Context: an optimization exercise on an open-source flow, tuned for small area, a short achievable clock period and few clock cycles per item. The choices shown serve that exercise and are no tape-out recipe. The RTL was checked by simulation tests, not by an equivalence proof against the original design.

## run.sh

```bash
#!/bin/bash
# synth_recipe.tcl (not shown) runs the flow's synth.tcl, then flattens the netlist and writes it again
# the make line also repeats each setting of config.mk as NAME=value (left out here)
make -C /OpenROAD-flow-scripts/flow DESIGN_CONFIG=/design/flow/config.mk WORK_HOME=/design/flow/orfs CLKGATE_MAP_FILE= SYNTH_SCRIPT=/design/flow/synth_recipe.tcl finish
```

## config.mk

```make
export PLATFORM = sky130hd
export DESIGN_NAME = dtg_wpe
export DESIGN_NICKNAME = dtg_wpe
export VERILOG_FILES = /design/flow/design.v
export SDC_FILE = /design/flow/constraint.sdc
export NUM_CORES = 4
export LEC_CHECK = 0
export CAP_MARGIN = 20
export CORE_MARGIN = 2
export CORE_UTILIZATION = 40
export PLACE_DENSITY = 0.6
export SLEW_MARGIN = 20
```

## constraint.sdc

```tcl
create_clock -name core_clock -period 10.0 [get_ports {clk}]
set_input_delay 2.0000 -clock core_clock [delete_from_list [all_inputs] [get_ports {clk}]]
set_output_delay 2.0000 -clock core_clock [all_outputs]
set_load 0.01 [all_outputs]
```

## design.v

```verilog
module dtg_wpe (
    input  wire        clk,
    input  wire        rst,           
    input  wire        start,
    input  wire        op,
    input  wire [31:0] freq_hz,
    input  wire [31:0] duty_raw,      
    input  wire [31:0] dt_raw,        
    input  wire [11:0] div16_in,
    input  wire [15:0] top_in,
    output wire        ready,
    output reg         done,
    output reg         err,
    output reg  [11:0] div16,
    output reg  [15:0] top,
    output reg  [31:0] cc,
    output reg  [15:0] eff_ticks,
    output reg  [31:0] achieved_dt_ns,
    output reg  [31:0] achieved_freq
);
    localparam integer DW = 48;                        
    localparam [DW-1:0] CLK16     = 48'd2000000000;
    localparam [DW-1:0] CLK16_RED = 48'd1953125;
    localparam [3:0] S_IDLE    = 4'd0,
                     S_DIVPLAN = 4'd1,    
                     S_CHKPLAN = 4'd2,
                     S_LDCNT   = 4'd3,
                     S_DIVCNT  = 4'd4,    
                     S_CHKCNT  = 4'd5,
                     S_DUTY    = 4'd6,    
                     S_DIVDT   = 4'd7,    
                     S_COMPOSE = 4'd8,
                     S_DIVFRQ  = 4'd9,    
                     S_FINISH  = 4'd10;
    reg [3:0]  state;
    reg [31:0] f_q;
    reg [16:0] duty_q;
    reg [30:0] dt_q;
    reg [15:0] a_q;
    reg [DW-1:0] dv_quo;
    reg [DW:0]   dv_rem;
    reg [DW-1:0] dv_den;
    reg [5:0]    dv_cnt;
    wire [DW:0]  dv_shift = {dv_rem[DW-1:0], dv_quo[DW-1]};
    wire         dv_ge    = dv_shift >= {1'b0, dv_den};
    wire         dv_last  = (dv_cnt == 6'd1);
    wire [16:0] duty_clamped = duty_raw[31]               ? 17'd0 :
                               (duty_raw > 32'h0001_0000) ? 17'h1_0000 :
                                                            duty_raw[16:0];
    wire [30:0] dt_clamped   = dt_raw[31] ? 31'd0 : dt_raw[30:0];
    wire [43:0] df      = div16 * f_q;                     
    wire [32:0] duty_x  = duty_q * top;                    
    wire [28:0] d_top1  = div16 * ({13'd0, top} + 29'd1);   
    wire [27:0] eff_d   = eff_ticks * div16;               
    wire [DW-1:0] a_plus_t = {32'd0, a_q} + dv_quo;
    wire [15:0]   b_val    = (a_plus_t > {32'd0, top}) ? top : a_plus_t[15:0];
    assign ready = (state == S_IDLE);
    task automatic dv_load(input [DW-1:0] num, input [DW-1:0] den);
        begin
            dv_quo <= num;
            dv_den <= den;
            dv_rem <= {(DW+1){1'b0}};
            dv_cnt <= DW[5:0];
        end
    endtask
    always @(posedge clk) begin
        if (rst) begin
            state  <= S_IDLE;
            done   <= 1'b0;
            dv_cnt <= 6'd0;
        end else begin
            done <= 1'b0;
            if (dv_cnt != 6'd0) begin
                dv_rem <= dv_ge ? dv_shift - {1'b0, dv_den} : dv_shift;
                dv_quo <= {dv_quo[DW-2:0], dv_ge};
                dv_cnt <= dv_cnt - 6'd1;
            end
            case (state)
            S_IDLE: begin
                if (start) begin
                    f_q    <= freq_hz;
                    duty_q <= duty_clamped;
                    dt_q   <= dt_clamped;
                    err    <= 1'b0;
                    if (op) begin
                        div16 <= div16_in;
                        top   <= top_in;
                        state <= S_DUTY;
                    end else if (freq_hz == 32'd0) begin
                        err   <= 1'b1;
                        state <= S_FINISH;
                    end else begin
                        dv_load(CLK16_RED + {9'd0, freq_hz, 7'd0} - 48'd1,
                                {9'd0, freq_hz, 7'd0});
                        state <= S_DIVPLAN;
                    end
                end
            end
            S_DIVPLAN: if (dv_last) state <= S_CHKPLAN;
            S_CHKPLAN: begin
                if (dv_quo > 48'd4095) begin
                    err   <= 1'b1;
                    state <= S_FINISH;
                end else begin
                    div16 <= (dv_quo < 48'd16) ? 12'd16 : dv_quo[11:0];
                    state <= S_LDCNT;
                end
            end
            S_LDCNT: begin
                dv_load(48'd2 * CLK16 + {3'd0, df, 1'b0}, {2'd0, df, 2'd0});
                state <= S_DIVCNT;
            end
            S_DIVCNT: if (dv_last) state <= S_CHKCNT;
            S_CHKCNT: begin
                if (dv_quo < 48'd2) begin
                    err   <= 1'b1;
                    state <= S_FINISH;
                end else begin
                    top   <= dv_quo[15:0] - 16'd1;
                    state <= S_DUTY;
                end
            end
            S_DUTY: begin
                a_q <= duty_x[31:16];
                dv_load({16'd0, dt_q, 1'b0} + {36'd0, div16} - 48'd1, {36'd0, div16});
                state <= S_DIVDT;
            end
            S_DIVDT: if (dv_last) state <= S_COMPOSE;
            S_COMPOSE: begin
                cc        <= {b_val, a_q};
                eff_ticks <= b_val - a_q;
                dv_load(48'd2 * CLK16 + {18'd0, d_top1, 1'b0}, {17'd0, d_top1, 2'd0});
                state <= S_DIVFRQ;
            end
            S_DIVFRQ: if (dv_last) state <= S_FINISH;
            S_FINISH: begin
                if (!err) begin
                    achieved_freq  <= dv_quo[31:0];
                    achieved_dt_ns <= ({4'd0, eff_d} + 32'd1) >> 1;
                end
                done  <= 1'b1;
                state <= S_IDLE;
            end
            default: state <= S_IDLE;
            endcase
        end
    end
endmodule
```

==> run summary <==
## cells by family after synthesis
group | Yosys count
adder cells (fa/ha/maj) | 1263
flip-flops | 386
other | 1
AO/OA/AOI/OAI | 1014
AND/OR/NAND/NOR | 2129
XOR/XNOR | 289
multiplexers | 48
buffers and inverters | 1422
## final timing paths
| kind | startpoint | to | slack, ns | cells past startpoint |
|---|---|---|---|---|
| max | top[1] | dv_quo[29] | 0.99 | 24 |
| min | dv_cnt[4] | dv_cnt[4] | 0.52 | 2 |
| max reg2reg | top[1] | dv_quo[29] | 0.99 | 24 |
| min reg2reg | dv_cnt[4] | dv_cnt[4] | 0.52 | 2 |
## area by class of cell
type                    count  area, sq um  area share, %
flip-flops and latches    386        11500           17.7
well taps                1917         2400           3.69
clock buffers              61         1290           1.99
multi-input cells        4747        41700           64.2
diodes                      6         15.0         0.0231
inverters                1084         4070           6.27
clock inverters            31          465          0.716
repair buffers            377         3560           5.49
## tightest hold or removal path, stage by stage (launching register included)
cell     delay (ns)
dfxtp_1        0.33
nand2_1        0.06
a31oi_1        0.08
## routing by layer
metal	global-route usage [%]	vias up
li1	-	21400
met1	36.5	24000
met2	39.8	1862
met3	4.72	307
met4	9.25	12
met5	0	-
## flip-flops by register name, indices dropped and copies added, names as in the netlist, 12 cells and up
name / flops
dv_quo: 48
duty_q: 17
div16: 12
achieved_freq: 32
a_q: 16
dv_rem: 48
cc: 32
eff_ticks: 16
dt_q: 31
f_q: 32
achieved_dt_ns: 28
top: 16
dv_den: 46
## placed cells by master (no fill, tap or decap), types with 43 or more instances in the layout
master              n
and2_1            358
xor2_1            107
nand2_1          1093
nand3_1            67
o21ai_0           206
nor2_1            239
ha_1              463
inv_1            1083
xnor2_1           178
fa_1              800
nor4_1             43
a21o_1            105
a21oi_1           263
nor2b_1            61
buf_4             105
clkdlybuf4s50_1   266
clkbuf_16          50
nor3_1             67
edfxtp_1          375
## metrics by stage
stage | std cells | hold slack (ns) | utilization, % | area, sq um
finish | 8609 | 0.523 | 44.7 | 65000
floorplan | 6555 | 0.421 | - | 58400
detailed placement | 8508 | 0.508 | 43.4 | 63100
CTS | 8600 | 0.516 | 44.6 | 64900
global route | 8608 | 0.517 | 44.7 | 65000
global placement | 8508 | 0.502 | 43.4 | 63100
==> impl_metrics.toml <==
[sta]
setup_viol = 0
fin_crit_sh_pct = 90.1
worst_pin_slew_ns = 1.13
rsz0062_at_grt = "false"
max_freq_ghz = 0.111
fin_crit_ns = 9.01
max_slew_margin_pct = 24.8
drv_slew = 0
skew_ns = 0.0723
setup_tns_ns = 0
hold_violations = 0
layout_setup_ws_ns = 0.992

[clocking]
cts_setup_buffers = 0
root_buffer = "clkbuf_16"
cts_tree = "done"
cts_buffers = 50
cts.path.max_buffers = 3
path_clk_slew_ns = 0.07
clk_latency_ns = 0.68
cts_resized = 0
ctsHoldBuffers = 0
clock_sinks = 386
cts_htree_levels = 2

[synth]
yosysMostFrequentCell = "nand2_1"
synth-async-reset-ratio_pct = 0
avgSynthCellArea_sq_um = 8.92
synth_cell_type_count = 103
synth-main-ff-cell = "edfxtp_1"
synth_top_family_by_area = "adder cells"
synth_top_area_share_pct = 27.4
synthTopCellsByArea = "fa_1, edfxtp_1, ha_1"
yosys.area.top_type = "fa_1"
synth_area_sq_um = 58400
syn_inst = 6552
synth_seq_cells = 386
synth-simple-area-share_pct = 17.0
yosysSeqAreaShare_pct = 19.7
synthXorXnorAreaFrac_pct = 4.37
synth_fa_ha_area_share_pct = 37.3
yosys-top-cells-count = "nand2_1, inv_1, fa_1, ha_1, edfxtp_1"
synth_compound_gate_area_share_pct = 11.6
ys_warn_count = 1
synth_edf_count = 375
synthMuxAreaShare_pct = 0.844

[critical_path]
critPathTopFamily = "adder cells"
crit_top_cell = "fa_1"
cpMaxStageDelayCell = "edfxtp_1"
worstPathRequired_ns = 10.41
max_stage_delay_ns = 1.00
arrival_ns = 9.42
crit_chain = "ha_1 -> xor2_1 -> nand2_1 -> fa_1 -> fa_1 -> inv_1 -> fa_1 -> fa_1 -> inv_1 -> fa_1 -> inv_1 -> ha_1 -> a21oi_1 -> nand2_1 -> o31a_1 -> a211oi_1 -> o31ai_1 -> xor2_1 -> a211oi_1 -> a22o_1 -> a21bo_2 -> mux2i_1 -> o21ai_0 -> a21oi_1"
path_buf_inv = 3
cp-end-kind = "register"
worstSetupStartpointType = "register"
crit_type = "register to register"
crit_path_max_fanout = 22

[die]
rows = 140
die_y_microns = 386
core-area_sq_um = 145000
initial_core_util_pct = 40.2
die-width_microns = 386
die-area_sq_um = 149000
pin_count = 271

[global_routing]
grt_pass1_vias = 48700
grt_overflow_total = 0
grt_antenna_before_repair = 18
grt_start_max_net_pins = 70
track_usage_pct = 25.9
grt_pass1_wl_mm = 295

[placed_design]
dp_slack_ns = 1.21
port_buffers = 266
dp_hpwl_mm = 148
gp_congestion = 0.951

[routing]
vias = 47600
wl_met3_mm = 16.0
viasPerCell = 5.53
top_layer_used = "met5"
routed_wl_mm = 191
drtAntennaViolNets = 0
wl_met2_mm = 84.5
wl_met1_mm = 83.7
drt_pass1_iterations = 6
drc = 0
avgRoutedWirePerCell_microns = 22.2
drtIter0Drc = 3981

[cells_and_area]
area_growth_pct = 11.2
final_nets = 8037
layout-drive-gt1-share_pct = 4.02
num-fill-cells = 14200

[hold_path]
hold_path_class = "register to register"

[run_status]
status = "finished clean"

[run]
maxCapViolCount = 0
Testbench counts, summed over its fixed seeds: cycles 360,095, items 2,400.

[port drivers added, routing unchanged]
Ports are ideal in the flow. The routed layout listed here was re-timed in OpenROAD. Step 1: set_driving_cell puts a clkbuf_16 on clk and a buf_2 on each other input, an assumption about the parent block. Step 2 also shifts input and output timing later by t, the mid clock arrival at the registers, as if the neighbouring blocks saw the same clock. Slacks: ideal ports / drivers / drivers and shift; pairs: ideal ports / drivers.
t (ns): 0.718
setup WS [ns]: 0.992 / 0.992 / 0.992
worst setup path at the end: register to register
latest minus earliest clock arrival (ns): 0.075 / 0.076
After both steps setup and hold are still met in this run. For this run, drivers alone change the setup slack by 0.000 ns; drivers and shift together by 0.000 ns.
